This is an optimization exercise on Yosys and OpenROAD, whose aim is small area, not a production implementation. Only simulation tests tie the RTL to the original design; equivalence was not proved. Power and IR drop assume default switching activity.

==> flow/design.v (outline; a module is shown in full before it is edited, if it fits) <==
// module eemon_regmap: 367 lines
// module eemon_fmt: 60 lines
// module eemon_quad: 68 lines
// module eemon_bk34: 131 lines
// module eemon_button: 76 lines
// module eemon_core: 378 lines
module eemon_core (
  input  wire        clk,
  input  wire        rst,
  input  wire        cmd_valid,
  input  wire [31:0] cmd_data,
  output wire        cmd_ready,
  output reg         rsp_valid,
  output wire [31:0] rsp_data,
  output wire [5:0]  cs_n,
  output wire [5:0]  cs_oe,
  input  wire [3:0]  cs_in,
  input  wire [2:0]  din,
  output wire        sclk,
  output wire        mosi,
  input  wire        miso,
  input  wire        tick
);
  // ...
==> flow/flow/run.sh <==
#!/bin/bash
# The standard layout (standard.sh) with these changes:
#  - synthesis maps the logic with an area-oriented ABC script (deep
#    AIG resynthesis, then two rounds of choice computation and &nf mapping
#    with relaxed delay); the rest of synthesis, and so every register, is
#    the standard one;
#  - clock tree synthesis without dummy loads, with clkbuf_8 buffers and
#    clusters of at most 15 sinks within 60 um;
#  - port buffers of a smaller cell (every port still gets its own buffer).
# The whole flow's output goes to standard_flow.log in this folder; ORFS
# keeps each step's own log under orfs/logs/.
set -e
here=$(pwd)
rm -rf "$here/scripts"
cp -r "$FLOW_HOME/scripts" "$here/scripts"
cat > "$here/scripts/abc_area.script" <<'ABC'
&get -n
&st
&deepsyn -T 120
&dch -f
&nf -R 1000
&st
&dch -f
&nf -R 1000
&put
topo
dnsize -c
ABC
export SCRIPTS_DIR="$here/scripts"
export CTS_ARGS="-sink_clustering_enable -repair_clock_nets -dont_use_dummy_load -buf_list sky130_fd_sc_hd__clkbuf_8 -sink_clustering_size 15 -sink_clustering_max_diameter 60"
export BUFFER_PORTS_ARGS="-buffer_cell sky130_fd_sc_hd__buf_2"
bash standard.sh > standard_flow.log 2>&1
==> flow/standard.sh <==
#!/bin/bash
# synth_recipe.tcl (not shown) runs the flow's synth.tcl, then flattens the netlist and writes it again
# the make line also repeats each setting of config.mk as NAME=value (left out here)
make -C /OpenROAD-flow-scripts/flow DESIGN_CONFIG=/design/flow/config.mk WORK_HOME=/design/flow/orfs CLKGATE_MAP_FILE= SYNTH_SCRIPT=/design/flow/synth_recipe.tcl "${@:-finish}"
==> flow/config.mk <==
export PLATFORM = sky130hd
export DESIGN_NAME = eemon_core
export DESIGN_NICKNAME = eemon_core
export VERILOG_FILES = /design/flow/design.v
export SDC_FILE = /design/flow/constraint.sdc
export NUM_CORES = 4
export LEC_CHECK = 0
export ABC_AREA = 1
export CAP_MARGIN = 0
export CORE_MARGIN = 2
export CORE_UTILIZATION = 50
export PLACE_DENSITY = 0.6
export SLEW_MARGIN = 0
export SYNTH_MEMORY_MAX_BITS = 16384
==> flow/constraint.sdc <==
create_clock -name core_clock -period 12.5 [get_ports {clk}]
set_input_delay 2.5000 -clock core_clock [delete_from_list [all_inputs] [get_ports {clk}]]
set_output_delay 2.5000 -clock core_clock [all_outputs]
set_load 0.01 [all_outputs]
==> metrics.cfg, run 1 <==
[outcome]
run_status = finished clean

[detailed_routing]
routedLengthMet1_um = 51000
wirelength_um = 127000
drt-wirelength-per-cell_um = 25.0
maxUsedRoutingLayer = met5
num_vias = 31700

[yosys]
synth.mux.area_fraction_pct = 0.280
synthesis.area_per_instance_um2 = 10.1
ys_async_sr_fraction_pct = 0
synth-warning-count = 4
fraction_of_the_mapped_netlist_area_in_simple_logic_gates_pct = 17.2
yosys.area.top_type_share_pct = 27.5
synth_edf_count = 200
synth_area_leader_cell = sky130_fd_sc_hd__dfxtp_1
synth.area.top_cells = sky130_fd_sc_hd__dfxtp_1, sky130_fd_sc_hd__edfxtp_1, sky130_fd_sc_hd__ha_1
synth-xor-area-share_pct = 2.33

[timing]
worst-slew-pin-transition_ns = 1.19
min_period_ns = 11.35
grt_setup_unrepaired = false
timing.hold.ws_ns = 0.444
worst_slack_ns = 1.15
setup_violations_final = 0

[critical_path]
arrival_ns = 11.92
endpoint = u_quad.value[31]
worst-r2r-cell-count = 47
rrSetupSlack_ns = 1.51

[power_and_ir_drop]
cell_internal_pwr_mw = 3.39
power_switching_mw = 1.56
reported_sequential_group_power_mw = 2.77
p_seq_share_pct = 55.9
total_power_after_layout_mw = 4.95

[placed_design]
gp_routability_congestion = 1.04
io_buffer_count = 89
placed_area_mm2 = 0.0407

[floorplanning]
well_tap_count = 1030
die_width_um = 281
io_pins = 92

[grt]
grt_remaining_overflow = 0
grt_pass1_wl_um = 191000
grt_most_used_layer = met2

[final_layout]
sequential_cell_total = 728
layout.cells.most_common = sky130_fd_sc_hd__dfxtp_1

[run]
maxCapViolCount = 0

[hold_path]
holdPathEnd = g_btn[0].u_btn.press_v

==> run 2: changes to the inputs <==
--- a/flow/flow/run.sh
+++ b/flow/flow/run.sh
@@ -6,5 +6,5 @@
 #    the standard one;
 #  - clock tree synthesis without dummy loads, with clkbuf_8 buffers and
-#    clusters of at most 15 sinks within 60 um;
+#    clusters of at most 16 sinks within 70 um;
 #  - port buffers of a smaller cell (every port still gets its own buffer).
 # The whole flow's output goes to standard_flow.log in this folder; ORFS
@@ -28,5 +28,5 @@
 ABC
 export SCRIPTS_DIR="$here/scripts"
-export CTS_ARGS="-sink_clustering_enable -repair_clock_nets -dont_use_dummy_load -buf_list sky130_fd_sc_hd__clkbuf_8 -sink_clustering_size 15 -sink_clustering_max_diameter 60"
+export CTS_ARGS="-sink_clustering_enable -repair_clock_nets -dont_use_dummy_load -buf_list sky130_fd_sc_hd__clkbuf_8 -sink_clustering_size 16 -sink_clustering_max_diameter 70"
 export BUFFER_PORTS_ARGS="-buffer_cell sky130_fd_sc_hd__buf_2"
 bash standard.sh > standard_flow.log 2>&1
==> run 2 against run 1 <==
Net effect:
- clock power shrank 9%
- core utilization shrank 0.24 points
- global-route usage shrank 0.21 points
- maximum frequency is essentially flat
- routed wire length shrank 0.23%
- via count is essentially flat
- non-clock buffer count is the same
- sequential share of layout area grew 0.17 points
- clock skew grew 0.0076 ns
- register-to-register slack lost 0.02 ns
- largest cell class unchanged
- largest power group unchanged
==> metrics.cfg, run 2 <==
[placed_design]
io_buffer_count = 89  ; unchanged
post-place-ws_ns = 0.423
dp_hpwl_um = 94800
placed_area_mm2 = 0.0407  ; unchanged
gp_routability_congestion = 1.04  ; unchanged

[yosys]
ys_async_sr_fraction_pct = 0  ; unchanged
fraction_of_the_mapped_netlist_area_in_simple_logic_gates_pct = 17.2  ; unchanged
yosys.cell_count.top_type = sky130_fd_sc_hd__dfxtp_1
synthesis.area_mm2 = 0.0384
synth_top_cells_by_count = sky130_fd_sc_hd__dfxtp_1, sky130_fd_sc_hd__ha_1, sky130_fd_sc_hd__nand2_1
synth_top_family_by_area = compound AO/OA/AOI/OAI gates
ys_seq_elements = 728
synth-xor-area-share_pct = 2.33  ; unchanged
synth_edf_count = 200  ; unchanged
synth-seq-area-share_pct = 43.1
synth-compound-area-share_pct = 19.5
synth.mux.area_fraction_pct = 0.280  ; unchanged
synth_area_leader_cell = sky130_fd_sc_hd__dfxtp_1
synth.area.top_cells = sky130_fd_sc_hd__dfxtp_1, sky130_fd_sc_hd__edfxtp_1, sky130_fd_sc_hd__ha_1
synth-warning-count = 4  ; unchanged
yosys.area_share.adder_pct = 17.0
synth_flop_cell = sky130_fd_sc_hd__dfxtp_1
yosys.area.top_type_share_pct = 27.5  ; unchanged
post_synth_inst_count = 3817
number_of_distinct_library_cells_after_synthesis = 65
synthesis.area_per_instance_um2 = 10.1  ; unchanged

[critical_path]
critPathLaunchType = primary input
timing.critical_path.slowest_cell_delay_ns = 0.50
arrival_ns = 11.94  ; +0.02 ns
most_frequent_cell_on_the_critical_path = sky130_fd_sc_hd__a21o_1
worst-r2r-cell-count = 47  ; unchanged
crit_required_ns = 13.09
critical_path_peak_fanout = 7
timing.setup.critical_path_class = in2reg
cp_slowest_cell = sky130_fd_sc_hd__fa_1
worst_setup_path_end_kind = flop

[timing]
min_period_over_period_pct = 90.8
worst_slack_ns = 1.15  ; +0.000460 ns
setup_violations_final = 0  ; unchanged
timing_hold_violations_final = 0
maxSlewViolCount = 0
worst-slew-pin-transition_ns = 1.22  ; +0.0338 ns
fin_setup_tns_ns = 0
min_period_ns = 11.35  ; -0.000460 ns
grt_setup_unrepaired = false
tightest_slew_margin_relative_to_the_limit_pct = 18.5
max_freq_mhz = 88.1
fin_skew_ns = 0.108

[detailed_routing]
wirelength_um = 126000  ; -0.23%
num_vias = 31700  ; +0.019%
final_antenna_net_count = 0
detailedRoute.firstIterationViolations = 3362
via_per_inst = 6.27
remaining_drc_errors = 0
dr.pass1.iters = 8
drt-wirelength-per-cell_um = 25.0  ; about the same

[grt]
grt.met2_usage_pct = 52.0
gr-usage-met3_pct = 5.90
grt_remaining_overflow = 0  ; unchanged
use_met1_pct = 40.5
grt_max_degree = 96
total_routing_usage_reported_by_global_routing_pct = 31.8
first_global_vias = 30500
grt_most_used_layer = met2
grt_antenna_before_repair = 6
grt_pass1_wl_um = 190000  ; -0.42%

[clocking]
tritoncts = yes
clock_sink_count = 728
path_clk_slew_ns = 0.10
htree_num_levels = 2
worst_skew_late_latency_ns = 0.75
cts_root_buf = sky130_fd_sc_hd__clkbuf_8
ctsHoldBuffers = 0
cts-resized-gates = 0
cts_buffers = 55
cts-root-to-sink-buffers = 3
post_cts.repair.setup_buffers = 0

[final_layout]
flow.area_growth_from_synthesis_pct = 8.06
postLayoutCellArea_mm2 = 0.0415
final_net_count = 4567
layout.cells.most_common = sky130_fd_sc_hd__dfxtp_1
top_library_cells_by_usage_in_the_layout_fill_and_taps_aside = sky130_fd_sc_hd__dfxtp_1, sky130_fd_sc_hd__ha_1, sky130_fd_sc_hd__nand2_1
final.fill_count = 7112
drive_above_1_share_pct = 5.81
layout_top_registers = g_btn.u_btn.pending x128, g_btn.u_btn.since_press x128, g_btn.u_btn.since_rel x128

[power_and_ir_drop]
static-leakage-power_nw = 17.7
power.density_mw_per_mm2 = 116
worst_ir_drop_vdd_uv = 91.6

[hold_path]
min_path_type = reg2reg
worstHoldPathCells = 2

[floorplanning]
floorplan.initialDensity_pct = 50.6
placeable_core_region_mm2 = 0.0759
io_pins = 92  ; unchanged
dieHeight_um = 281
floorplan.die_area_mm2 = 0.0791
num_rows = 101
die_width_um = 281  ; unchanged

[outcome]
run_status = finished clean

[run]
maxCapViolCount = 0  ; unchanged

## run 2: layout make-up
type,count,area (um2),share of cell area [%]
antenna,3,7.51,0.0181
inverter,36,135,0.326
multi-input combinational,3048,21800,52.4
clock buffer,55,757,1.82
timing repair buffer,160,978,2.36
tap,1030,1290,3.10
sequential,728,16600,39.9
## run 2: path summary, 6_finish.rpt
check	start	end	slack, ns
worst min-delay path	g_btn[2].u_btn.press_v	g_btn[2].u_btn.press_v	0.45
worst max register to register	cmd_r[21]	u_quad.value[31]	1.49
worst min register to register	g_btn[2].u_btn.press_v	g_btn[2].u_btn.press_v	0.45
worst max-delay path	cs_in[1]	u_quad.value[31]	1.15
## run 2: cell families after synthesis
family	after synthesis
buffers and inverters	42
multiplexers	10
AO/OA/AOI/OAI	1113
XOR/XNOR	102
AND/OR/NAND/NOR	1327
adder cells (fa/ha/maj)	494
flip-flops	728
other	1
## run 2: where the power goes
part	switching, mW	internal, mW	total [mW]	leakage (nW)
Clock	0.758	0.392	1.15	0.395
Combinational	0.577	0.331	0.908	11.2
Sequential	0.193	2.58	2.77	6.08
## run 2: layer usage
layer,vias to the layer above,part of all wire (%)
li1,14900,-
met1,15100,40
met2,1408,46
met3,338,8.6
met4,4,5.4
met5,-,0.018
## run 2: critical path, delay by kind of cell
family,cells,cell delay [ns]
AOI/OAI and AO/OA,32,6.31
adders and majority gates,3,1.20
and+or+nand+nor,6,0.91
xor gates and xnor gates,4,0.73
buffers and inverters,2,0.29
## run 2: through the flow
step | std cells | util (%) | total power, mW | hold slack, ns
final | 5060 | 54.7 | 4.83 | 0.446
after detailed placement | 5002 | 53.7 | 3.71 | 0.434
after CTS | 5057 | 54.6 | 4.85 | 0.449
after global placement | 5002 | 53.7 | 3.70 | 0.430
after floorplan | 3818 | - | 3.33 | 0.415
after global routing | 5059 | 54.7 | 5.05 | 0.470
==> module eemon_core, before the edit <==
module eemon_core (
  input  wire        clk,
  input  wire        rst,
  input  wire        cmd_valid,
  input  wire [31:0] cmd_data,
  output wire        cmd_ready,
  output reg         rsp_valid,
  output wire [31:0] rsp_data,
  output wire [5:0]  cs_n,
  output wire [5:0]  cs_oe,
  input  wire [3:0]  cs_in,
  input  wire [2:0]  din,
  output wire        sclk,
  output wire        mosi,
  input  wire        miso,
  input  wire        tick
);
  localparam [7:0] RW_FLAG_READ  = 8'h80;
  localparam [7:0] RW_FLAG_WRITE = 8'h00;
  localparam       STATUS_ACTIVE_LEVEL = 1'b0;
  localparam [30:0] DEBOUNCE_DEFAULT = 31'd20;
  localparam [7:0] OP_BEGIN = 8'h01, OP_END   = 8'h02, OP_XCHG  = 8'h03,
                   OP_GSET  = 8'h04, OP_GRD   = 8'h05, OP_STAT  = 8'h06,
                   OP_ECLR  = 8'h07, OP_IRQT  = 8'h08, OP_RDREG = 8'h10,
                   OP_WRREG = 8'h11, OP_FDEC  = 8'h12, OP_FENC  = 8'h13,
                   OP_QREAD = 8'h20, OP_QSTAT = 8'h21, OP_BREAD = 8'h30,
                   OP_BDOWN = 8'h31, OP_BSETD = 8'h32;
  localparam [3:0] S_IDLE  = 4'd0,  S_OPND  = 4'd1,  S_EXEC  = 4'd2,
                   S_DRAIN = 4'd3,  S_ZRESP = 4'd4,  S_BEGA  = 4'd5,
                   S_BEGB  = 4'd6,  S_CSA   = 4'd7,  S_FETCH = 4'd8,
                   S_TX    = 4'd9,  S_RX    = 4'd10, S_CSD   = 4'd11,
                   S_ENDA  = 4'd12, S_ENDB  = 4'd13, S_DONE  = 4'd14;
  reg [3:0]  st;
  reg [31:0] cmd_r;
  reg        active;
  reg [7:0]  depth;
  reg        dual_out;             
  reg [5:0]  gate_r;               
  reg        irq_flag;
  reg [5:0]  err;
  reg [2:0]  last_res;
  reg [7:0]  kb;                   
  reg [3:0]  bc;                   
  reg [31:0] rxsr;
  reg [1:0]  q_prev_obs;
  reg [3:0]  b_prev_obs;
  reg        s_prev_obs;
  wire [9:0] gate_en = {gate_r[5], 4'd0, gate_r[4:0]};
  wire [7:0] op  = cmd_r[31:24];
  wire [3:0] fu  = cmd_r[23:20];
  wire [3:0] ft  = cmd_r[19:16];
  wire [7:0] fa  = cmd_r[15:8];
  wire [7:0] fb  = cmd_r[7:0];
  wire       cs_on  = (st == S_FETCH) || (st == S_TX) || (st == S_RX) || (st == S_CSD);
  wire [5:0] cs_drv;
  genvar gc;
  generate
    for (gc = 0; gc < 6; gc = gc + 1) begin : g_cs
      assign cs_drv[gc] = !(cs_on && fu[2:0] == gc);
    end
  endgenerate
  wire [3:0] obs_cs  = dual_out ? cs_drv[3:0] : cs_in;
  wire [1:0] q_cur   = {obs_cs[0], obs_cs[1]};
  wire [3:0] b_lvl   = {din[1], din[0], obs_cs[3], obs_cs[2]};
  wire       s_lvl   = din[2];
  wire       ev_q    = (q_cur != q_prev_obs) && !(gate_en[0] && active);
  wire [3:0] ev_b;
  assign ev_b[0] = (b_lvl[0] != b_prev_obs[0]) && !(gate_en[1] && active);
  assign ev_b[1] = (b_lvl[1] != b_prev_obs[1]) && !(gate_en[2] && active);
  assign ev_b[2] = (b_lvl[2] != b_prev_obs[2]) && !(gate_en[3] && active);
  assign ev_b[3] = (b_lvl[3] != b_prev_obs[3]) && !(gate_en[4] && active);
  wire       ev_s    = (s_lvl != s_prev_obs) && !(gate_en[9] && active);
  wire       irq_set = ev_s && (s_lvl == STATUS_ACTIVE_LEVEL);
  wire [20:0] rm_entry;
  eemon_regmap u_regmap (.idx(fa), .entry(rm_entry));
  wire        rm_valid = rm_entry[20];
  wire [15:0] rm_addr  = rm_entry[19:4];
  wire [3:0]  rm_tag   = rm_entry[3:0];
  wire is_reg_cmd = (op == OP_RDREG) || (op == OP_WRREG);
  wire [3:0]  fmt_tag = is_reg_cmd ? rm_tag : ft;
  wire        fmt_enc = (op == OP_FENC) || (op == OP_WRREG);
  wire [31:0] fmt_y;
  wire        fmt_repr;
  wire [2:0]  fmt_n;
  eemon_fmt u_fmt (.tag(fmt_tag), .enc(fmt_enc), .x(rxsr),
                   .y(fmt_y), .repr(fmt_repr), .nbytes(fmt_n));
  wire exec = (st == S_EXEC);
  wire [1:0]  q_prev;
  wire [31:0] q_sub, q_inv, q_val;
  eemon_quad u_quad (.clk(clk), .rst(rst), .ev(ev_q), .cur(q_cur),
                     .prev_pins(q_prev), .sub_inc(q_sub), .inv_cnt(q_inv), .value(q_val));
  reg        defined, rsv_bad, needs_op;
  always @* begin
    case (op)
      OP_BEGIN, OP_END, OP_GRD, OP_STAT, OP_IRQT, OP_QREAD:
                           begin defined = 1'b1; rsv_bad = cmd_r[23:0] != 24'd0; end
      OP_XCHG:             begin defined = 1'b1; rsv_bad = ft != 4'd0; end
      OP_RDREG, OP_WRREG:  begin defined = 1'b1; rsv_bad = (ft != 4'd0) || (fb != 8'd0); end
      OP_FDEC, OP_FENC:    begin defined = 1'b1; rsv_bad = (fu != 4'd0) || (cmd_r[15:0] != 16'd0); end
      OP_QSTAT:            begin defined = 1'b1; rsv_bad = cmd_r[23:8] != 16'd0; end
      OP_BREAD, OP_BDOWN, OP_BSETD:
                           begin defined = 1'b1; rsv_bad = cmd_r[19:0] != 20'd0; end
      OP_GSET:             begin defined = 1'b1; rsv_bad = cmd_r[23:10] != 14'd0; end
      OP_ECLR:             begin defined = 1'b1; rsv_bad = cmd_r[23:6] != 18'd0; end
      default:             begin defined = 1'b0; rsv_bad = 1'b0; end
    endcase
  end
  wire [7:0] in_op = cmd_data[31:24];
  always @* needs_op = (in_op == OP_WRREG) || (in_op == OP_FDEC) ||
                       (in_op == OP_FENC)  || (in_op == OP_BSETD);
  reg [2:0] ecode;
  always @* begin
    ecode = 3'd0;
    if (!defined || rsv_bad)
      ecode = 3'd1;
    else begin
      case (op)
        OP_BEGIN: if (depth == 8'd255) ecode = 3'd6;
        OP_END:   if (depth == 8'd0)   ecode = 3'd5;
        OP_XCHG:  if (fu >= 4'd6)      ecode = 3'd3;
        OP_RDREG: if (fu >= 4'd6)      ecode = 3'd3;
                  else if (!rm_valid)  ecode = 3'd2;
        OP_WRREG: if (fu >= 4'd6)      ecode = 3'd3;
                  else if (!rm_valid)  ecode = 3'd2;
                  else if (!fmt_repr)  ecode = 3'd4;
        OP_FDEC:  if (ft > 4'd8)       ecode = 3'd3;
        OP_FENC:  if (ft > 4'd8)       ecode = 3'd3;
                  else if (!fmt_repr)  ecode = 3'd4;
        OP_QSTAT: if (fb > 8'd2)       ecode = 3'd3;
        OP_BREAD, OP_BDOWN:
                  if (fu >= 4'd4)      ecode = 3'd3;
        OP_BSETD: if (fu >= 4'd4)      ecode = 3'd3;
                  else if (rxsr[31])   ecode = 3'd4;
        default:  ecode = 3'd0;
      endcase
    end
  end
  wire one_rsp = (op == OP_GRD)   || (op == OP_STAT)  || (op == OP_IRQT)  ||
                 (op == OP_QREAD) || (op == OP_QSTAT) || (op == OP_BREAD) ||
                 (op == OP_BDOWN) || (op == OP_RDREG) || (op == OP_FDEC)  ||
                 (op == OP_FENC);
  wire        ok_cmd    = exec && (ecode == 3'd0);
  wire [3:0]  bsel      = 4'd1 << fu[1:0];
  wire [31:0] b_pend [0:3];
  wire [30:0] win_val_n = ~(rst ? DEBOUNCE_DEFAULT : rxsr[30:0]);
  genvar gb;
  generate
    for (gb = 0; gb < 4; gb = gb + 1) begin : g_btn
      eemon_button u_btn (
        .clk(clk), .rst(rst), .ev(ev_b[gb]), .lvl(b_lvl[gb]), .tick(tick),
        .win_en(rst || (ok_cmd && op == OP_BSETD && bsel[gb])), .win_val_n(win_val_n),
        .drain(ok_cmd && op == OP_BREAD && bsel[gb]),
        .pending(b_pend[gb]));
    end
  endgenerate
  wire [31:0] stat_word = {4'd0, 1'b0, last_res, 2'd0, err, depth, 4'd0,
                           irq_flag, s_lvl, depth != 8'd0, active};
  reg [31:0] rsp_val;
  always @* begin
    case (op)
      OP_GRD:   rsp_val = {22'd0, gate_en};
      OP_STAT:  rsp_val = stat_word;
      OP_IRQT:  rsp_val = {31'd0, irq_flag};
      OP_QREAD: rsp_val = q_val;
      OP_QSTAT: rsp_val = (fb == 8'd0) ? {30'd0, q_prev} : (fb == 8'd1) ? q_sub : q_inv;
      OP_BREAD: rsp_val = b_pend[fu[1:0]];
      OP_BDOWN: rsp_val = {31'd0, ~b_lvl[fu[1:0]]};
      OP_FDEC,
      OP_FENC:  rsp_val = fmt_y;
      default:  rsp_val = 32'd0;
    endcase
  end
  wire is_xchg  = (op == OP_XCHG);
  wire is_rdreg = (op == OP_RDREG);
  wire byte_end = (bc == 4'd15);
  wire [7:0] wlen = is_xchg ? fa : (is_rdreg ? 8'd3 : 8'd3 + {5'd0, fmt_n});
  wire [7:0] rlen = is_xchg ? fb : (is_rdreg ? {5'd0, fmt_n} : 8'd0);
  wire [7:0] len_m1    = ((st == S_TX) || (st == S_DRAIN) ? wlen : rlen) - 8'd1;
  wire       last_byte = (kb == len_m1);
  wire       last_word = (kb[5:0] == len_m1[7:2]);
  wire       tx_hdr = !is_xchg && (kb < 8'd3);
  reg        hdr_bit;
  always @* begin
    case (kb[1:0])
      2'd0:    hdr_bit = is_rdreg && (bc[3:1] == 3'd0);
      2'd1:    hdr_bit = rm_addr[{1'b1, ~bc[3:1]}];
      default: hdr_bit = rm_addr[{1'b0, ~bc[3:1]}];
    endcase
  end
  wire tx_bit   = tx_hdr ? hdr_bit : rxsr[31];
  wire tx_shift = !tx_hdr ||
                  (kb[1:0] == 2'd0 ? (fmt_n == 3'd1) : (fmt_n != 3'd4));
  wire       rx_part = (st == S_RX) && is_xchg && (fb[1:0] != 2'd0) && (kb[7:2] == fb[7:2]);
  wire [3:0] rx_act;
  wire [31:0] rx_next;
  genvar gr;
  generate
    for (gr = 0; gr < 4; gr = gr + 1) begin : g_rxb
      assign rx_act[gr] = !rx_part || ({1'b0, fb[1:0]} + gr >= 4);
    end
    for (gr = 0; gr < 32; gr = gr + 1) begin : g_rx
      if (gr == 0) begin : g_lsb
        assign rx_next[gr] = rx_act[0] && miso;
      end else if (gr % 8 == 0) begin : g_byte
        assign rx_next[gr] = rx_act[gr/8] && (rx_act[gr/8-1] ? rxsr[gr-1] : miso);
      end else begin : g_bit
        assign rx_next[gr] = rx_act[gr/8] && rxsr[gr-1];
      end
    end
  endgenerate
  assign cmd_ready = (st == S_IDLE) || (st == S_OPND) || (st == S_DRAIN) || (st == S_FETCH);
  assign cs_n      = cs_drv;
  assign cs_oe     = {2'b11, {4{dual_out}}};
  assign sclk      = ((st == S_TX) || (st == S_RX)) && bc[0];
  assign mosi      = (st == S_TX) && tx_bit;
  assign rsp_data  = rxsr;
  always @(posedge clk) begin
    if (rst) begin
      st         <= S_IDLE;
      active     <= 1'b0;
      depth      <= 8'd0;
      dual_out   <= 1'b0;
      gate_r     <= 6'b000111;
      irq_flag   <= 1'b0;
      err        <= 6'd0;
      last_res   <= 3'd0;
      rsp_valid  <= 1'b0;
      q_prev_obs <= {cs_in[0], cs_in[1]};
      b_prev_obs <= {din[1], din[0], cs_in[3], cs_in[2]};
      s_prev_obs <= din[2];
    end else begin
      q_prev_obs <= q_cur;
      b_prev_obs <= b_lvl;
      s_prev_obs <= s_lvl;
      if (irq_set)
        irq_flag <= 1'b1;
      rsp_valid <= 1'b0;
      case (st)
        S_IDLE: begin
          if (cmd_valid) begin
            cmd_r <= cmd_data;
            st    <= needs_op ? S_OPND : S_EXEC;
          end
        end
        S_OPND: begin
          if (cmd_valid) begin
            rxsr   <= cmd_data;
            st     <= S_EXEC;
          end
        end
        S_EXEC: begin
          st <= S_IDLE;
          kb <= 8'd0;
          if (ecode != 3'd0) begin
            err[ecode - 3'd1] <= 1'b1;
            last_res          <= ecode;
            rxsr              <= 32'd0;
            if (defined && one_rsp)
              rsp_valid <= 1'b1;
            if (is_xchg) begin
              if (fa != 8'd0)      st <= S_DRAIN;
              else if (fb != 8'd0) st <= S_ZRESP;
            end
          end else begin
            if (op != OP_STAT)
              last_res <= 3'd0;
            if (one_rsp && op != OP_RDREG) begin
              rsp_valid <= 1'b1;
              rxsr      <= rsp_val;
            end
            case (op)
              OP_BEGIN: begin
                if (depth == 8'd0) st <= S_BEGA;
                else               depth <= depth + 8'd1;
              end
              OP_END: begin
                if (depth == 8'd1) st <= S_ENDA;
                else               depth <= depth - 8'd1;
              end
              OP_GSET: gate_r <= {cmd_r[9], cmd_r[4:0]};
              OP_ECLR: err    <= err & ~cmd_r[5:0];
              OP_IRQT: if (!irq_set) irq_flag <= 1'b0;
              OP_XCHG, OP_RDREG, OP_WRREG:
                st <= (depth == 8'd0) ? S_BEGA : S_CSA;
              default: ;
            endcase
          end
        end
        S_DRAIN: begin
          if (cmd_valid) begin
            kb <= kb + 8'd1;
            if (last_word) begin
              kb <= 8'd0;
              st <= (fb != 8'd0) ? S_ZRESP : S_IDLE;
            end
          end
        end
        S_ZRESP: begin
          rsp_valid <= 1'b1;
          kb        <= kb + 8'd1;
          if (last_word)
            st <= S_IDLE;
        end
        S_BEGA: begin
          active <= 1'b1;
          if (op == OP_BEGIN)
            depth <= 8'd1;
          st <= S_BEGB;
        end
        S_BEGB: begin
          dual_out <= 1'b1;
          st <= (op == OP_BEGIN) ? S_DONE : S_CSA;
        end
        S_CSA: begin
          kb   <= 8'd0;
          bc   <= 4'd0;
          if (wlen != 8'd0)      st <= is_xchg ? S_FETCH : S_TX;
          else if (rlen != 8'd0) st <= S_RX;
          else                   st <= S_CSD;
        end
        S_FETCH: begin
          if (cmd_valid) begin
            rxsr <= cmd_data;
            st <= S_TX;
          end
        end
        S_TX: begin
          bc <= bc + 4'd1;
          if (bc[0] && tx_shift)
            rxsr <= rx_next;
          if (byte_end) begin
            if (!last_byte) begin
              kb <= kb + 8'd1;
              st <= (is_xchg && kb[1:0] == 2'd3) ? S_FETCH : S_TX;
            end else begin
              kb <= 8'd0;
              st <= (rlen != 8'd0) ? S_RX : S_CSD;
            end
          end
        end
        S_RX: begin
          bc <= bc + 4'd1;
          if (!bc[0])
            rxsr <= rx_next;
          if (byte_end) begin
            if (is_xchg && kb[1:0] == 2'd3)
              rsp_valid <= 1'b1;
            kb <= kb + 8'd1;
            st <= last_byte ? S_CSD : S_RX;
          end
        end
        S_CSD: begin
          st <= (depth == 8'd0) ? S_ENDA : S_DONE;
        end
        S_ENDA: begin
          dual_out <= 1'b0;
          st <= S_ENDB;
        end
        S_ENDB: begin
          active <= 1'b0;
          if (op == OP_END)
            depth <= 8'd0;
          st <= S_DONE;
        end
        S_DONE: begin
          last_res <= 3'd0;
          if (op == OP_RDREG) begin
            rsp_valid <= 1'b1;
            rxsr      <= fmt_y;
          end else if (is_xchg && fb[1:0] != 2'd0)
            rsp_valid <= 1'b1;
          st <= S_IDLE;
        end
        default: st <= S_IDLE;
      endcase
    end
  end
endmodule
==> run 3: changes to the inputs <==
--- a/flow/design.v
+++ b/flow/design.v
@@ -880,5 +880,5 @@
   wire [7:0] len_m1    = ((st == S_TX) || (st == S_DRAIN) ? wlen : rlen) - 8'd1;
   wire       last_byte = (kb == len_m1);
-  wire       last_word = (kb[5:0] == len_m1[7:2]);
+  wire       last_word = (kb[7:2] == len_m1[7:2]);
   wire       tx_hdr = !is_xchg && (kb < 8'd3);
   reg        hdr_bit;
@@ -991,5 +991,5 @@
         S_DRAIN: begin
           if (cmd_valid) begin
-            kb <= kb + 8'd1;
+            kb <= kb + 8'd4;
             if (last_word) begin
               kb <= 8'd0;
@@ -1000,5 +1000,5 @@
         S_ZRESP: begin
           rsp_valid <= 1'b1;
-          kb        <= kb + 8'd1;
+          kb        <= kb + 8'd4;
           if (last_word)
             st <= S_IDLE;
==> run 3 against run 2 <==
Net effect:
- still clean on timing, DRC and antenna
- critical path depth up 1
- sequential share of layout area up 0.25 points
- sequential cell count unchanged
- register-to-register slack better by 0.30 ns
- first-iteration DRC count up 3.7%
- total power up 15%
- cell count down 1.4%
- die area down 0.38%
==> metrics.cfg, run 3 <==
[yosys]
ys_async_sr_fraction_pct = 0  ; unchanged
synth_top_family_by_area = compound AO/OA/AOI/OAI gates
yosys.cell_count.top_type = sky130_fd_sc_hd__dfxtp_1
ys_seq_elements = 728  ; unchanged
synth-warning-count = 4  ; unchanged
synthesis.area_mm2 = 0.0383  ; -0.38%
number_of_distinct_library_cells_after_synthesis = 65  ; unchanged
synth_top_cells_by_count = sky130_fd_sc_hd__dfxtp_1, sky130_fd_sc_hd__ha_1, sky130_fd_sc_hd__nand2_1
synth-xor-area-share_pct = 2.49  ; +0.17 points
synth_flop_cell = sky130_fd_sc_hd__dfxtp_1
synth.mux.area_fraction_pct = 0.350  ; +0.070 points
synth_area_leader_cell = sky130_fd_sc_hd__dfxtp_1
synthesis.area_per_instance_um2 = 10.1  ; +0.22%
post_synth_inst_count = 3794  ; -0.60%
synth-seq-area-share_pct = 43.3  ; +0.17 points
synth.area.top_cells = sky130_fd_sc_hd__dfxtp_1, sky130_fd_sc_hd__edfxtp_1, sky130_fd_sc_hd__ha_1
synth_edf_count = 200  ; unchanged
synth-compound-area-share_pct = 18.9  ; -0.66 points
yosys.area_share.adder_pct = 17.2  ; +0.16 points
yosys.area.top_type_share_pct = 27.6  ; +0.11 points
fraction_of_the_mapped_netlist_area_in_simple_logic_gates_pct = 17.3  ; +0.11 points

[clocking]
post_cts.repair.setup_buffers = 0  ; unchanged
tritoncts = yes
htree_num_levels = 2  ; unchanged
path_clk_slew_ns = 0.11  ; about the same
worst_skew_late_latency_ns = 0.73  ; -0.02 ns
cts_buffers = 54  ; -1.8%
cts_root_buf = sky130_fd_sc_hd__clkbuf_8
cts-resized-gates = 0  ; unchanged
cts-root-to-sink-buffers = 3  ; unchanged
clock_sink_count = 728  ; unchanged
ctsHoldBuffers = 0  ; unchanged

[critical_path]
timing.rr.start = st[3]
cp_slowest_cell = sky130_fd_sc_hd__fa_1
worst-r2r-cell-count = 50  ; +6.4%
r2r_end = u_quad.value[31]
timing.setup.critical_path_class = in2reg
critPathLaunchType = primary input
timing.critical_path.slowest_cell_delay_ns = 0.46  ; -0.04 ns
arrival_ns = 11.65  ; -0.29 ns
critical_path_peak_fanout = 4  ; -3
crit_required_ns = 13.07  ; -0.02 ns
timing.critical_path.buf_inv = 1  ; -1
family_with_the_most_delay_on_the_worst_path = compound AO/OA/AOI/OAI gates
most_frequent_cell_on_the_critical_path = sky130_fd_sc_hd__a21o_1
rrSetupSlack_ns = 1.79  ; +0.30 ns
worst_setup_path_end_kind = flop

[power_and_ir_drop]
static-leakage-power_nw = 17.8  ; +0.90%
total_power_after_layout_mw = 5.55  ; +15%
worst_ir_drop_vdd_uv = 95.1  ; +3.9%
power.density_mw_per_mm2 = 135  ; +16%

[detailed_routing]
remaining_drc_errors = 0  ; unchanged
detailedRoute.firstIterationViolations = 3487  ; +3.7%
dr.pass1.iters = 8  ; unchanged
maxUsedRoutingLayer = met5
wirelength_um = 128000  ; +1.4%
via_per_inst = 6.34  ; +1.1%
drt-wirelength-per-cell_um = 25.7  ; +2.9%
num_vias = 31600  ; -0.30%
wl_met3_um = 10800  ; -0.89%
routedLengthMet1_um = 54500  ; +6.7%
met2WireLength_um = 56300  ; -2.3%
final_antenna_net_count = 0  ; unchanged

[placed_design]
placed_area_mm2 = 0.0405  ; -0.63%
io_buffer_count = 89  ; unchanged
dp_hpwl_um = 97100  ; +2.4%
gp_routability_congestion = 0.994  ; -4.0%

[floorplanning]
floorplan.die_area_mm2 = 0.0788  ; -0.38%
floorplan.initialDensity_pct = 50.5  ; -0.11 points
die_width_um = 281  ; -0.19%
num_rows = 101  ; unchanged
placeable_core_region_mm2 = 0.0758  ; -0.17%
dieHeight_um = 281  ; -0.19%
io_pins = 92  ; unchanged

[final_layout]
drive_above_1_share_pct = 5.72  ; -0.089 points
flow.area_growth_from_synthesis_pct = 7.80
top_library_cells_by_usage_in_the_layout_fill_and_taps_aside = sky130_fd_sc_hd__dfxtp_1, sky130_fd_sc_hd__ha_1, sky130_fd_sc_hd__nand2_1
postLayoutCellArea_mm2 = 0.0413  ; -0.62%
layout.cells.most_common = sky130_fd_sc_hd__dfxtp_1
layout_top_registers = g_btn.u_btn.pending x128, g_btn.u_btn.since_press x128, g_btn.u_btn.since_rel x128
final_net_count = 4545  ; -0.48%

[timing]
fin_setup_tns_ns = 0  ; unchanged
setup_violations_final = 0  ; unchanged
min_period_ns = 11.08  ; -0.267 ns
fin_skew_ns = 0.0793  ; -0.0285 ns
worst-slew-pin-transition_ns = 1.16  ; -0.0607 ns
maxSlewViolCount = 0  ; unchanged
grt_setup_unrepaired = false
min_period_over_period_pct = 88.7  ; -2.1 points
timing_hold_violations_final = 0  ; unchanged
max_freq_mhz = 90.2  ; +2.4%
tightest_slew_margin_relative_to_the_limit_pct = 22.4  ; +3.9 points

[grt]
first_global_vias = 30100  ; -1.4%
grt_remaining_overflow = 0  ; unchanged
total_routing_usage_reported_by_global_routing_pct = 32.2  ; +0.39 points
grt_antenna_before_repair = 9  ; +3
grt_max_degree = 53  ; -45%
grt_pass1_wl_um = 191000  ; +0.42%

[hold_path]
worstHoldPathCells = 2  ; unchanged
min_path_type = reg2reg
holdPathEnd = irq_flag
hold_start = s_prev_obs

[outcome]
run_status = finished clean

[run]
maxCapViolCount = 0  ; unchanged

-- run 3: cell types whose count changed after synthesis, moves of 11 or more --
cell                       delta
sky130_fd_sc_hd__o21ai_0     -14
sky130_fd_sc_hd__nor2b_1     +17
sky130_fd_sc_hd__nand2_1     -17
sky130_fd_sc_hd__o22ai_1     +33
sky130_fd_sc_hd__a221oi_1    -20
sky130_fd_sc_hd__a222oi_1    -11
sky130_fd_sc_hd__a31oi_1     -12
sky130_fd_sc_hd__xor2_1      +11
sky130_fd_sc_hd__and2_0      -23
-- run 3: power breakdown --
part,internal [mW],switching (mW),leakage (nW)
clock network,0.385,0.759,0.388
logic,0.538,0.961,11.4
registers,2.64,0.269,6.08
-- run 3: cell type report --
cell class              count  area, um2
diodes                      8       20.0
clock buffers              54        743
fillers                  7024      34600
inverters                  35        131
multi-input cells        3026      21600
flip-flops and latches    728      16600
well taps                 978       1220
repair buffers            159        971
-- run 3: stage by stage --
step	utilization, %	setup WS [ns]	std cells	hold WS (ns)
after CTS	54.4	1.50	4980	0.436
after global routing	54.4	0.852	4981	0.444
final	54.4	1.42	4988	0.451
after floorplan	-	1.15	3795	0.414
after global placement	53.4	0.946	4926	0.430
after detailed placement	53.4	0.824	4926	0.437
-- run 3: worst max-delay path by stage --
stage | from | end | slack (ns) | depth (start not counted)
final | cs_in[0] | u_quad.value[31] | 1.42 | 48
after global routing | cs_in[0] | u_quad.value[31] | 0.85 | 49
after CTS | cs_in[0] | u_quad.value[31] | 1.50 | 49
after detailed placement | cs_in[0] | u_quad.value[31] | 0.82 | 48
after global placement | cs_in[1] | u_quad.value[31] | 0.95 | 47
after floorplan | cs_in[1] | u_quad.value[31] | 1.15 | 45
-- run 3: metal layers --
| metal | GRT usage (%) | vias up |
|---|---|---|
| met5 | 0 | - |
| met4 | 14.5 | 4 |
| met3 | 6.16 | 321 |
| met2 | 50.1 | 1298 |
| met1 | 43.4 | 15200 |
| li1 | - | 14800 |
-- run 3: cells by family after synthesis --
logic type / count (synthesis)
flops: 728
other cells: 1
mux: 12
simple gates: 1329
compound gates: 1077
xor+xnor: 109
buf+inv: 41
fa+ha+maj: 497
-- run 3: worst min-delay path, delay by kind of cell (launching register included) --
| kind | cells | cell delay (ns) |
|---|---|---|
| DFF | 1 | 0.32 |
| and+or+nand+nor | 1 | 0.07 |
| AOI/OAI and AO/OA | 1 | 0.06 |

[what the ideal ports hide]
No port has a modelled driver above. Below, the same layouts with a new extraction and two added sets of constraints. Step 1 (the two cells are an assumption about what drives the block):
set clk [get_ports {clk}]
set_driving_cell -lib_cell sky130_fd_sc_hd__clkbuf_16 $clk
set_driving_cell -lib_cell sky130_fd_sc_hd__buf_2 [delete_from_list [all_inputs] $clk]
Step 2 adds t to the input delays and takes it off the output delays; t is the mean of the earliest and latest rising clock arrival at the registers after step 1. Input paths then give back, and output paths get back, about the clock's delay inside the block. a / b / c = ideal ports / drivers / drivers and shift; a / b = the first two.
| run | t, ns | setup WS [ns] | cell pins on the clock port's net |
|---|---|---|---|
| run 1 | 0.727 | 1.150 / 1.193 / 0.466 | 1 |
| run 2 | 0.769 | 1.151 / 1.192 / 0.423 | 1 |
| run 3 | 0.756 | 1.418 / 1.457 / 0.702 | 1 |
After both steps setup and hold are still met in every run listed. The setup slack of run 2, which loses most, moves by +0.041 ns with the drivers and by -0.728 ns with both steps.
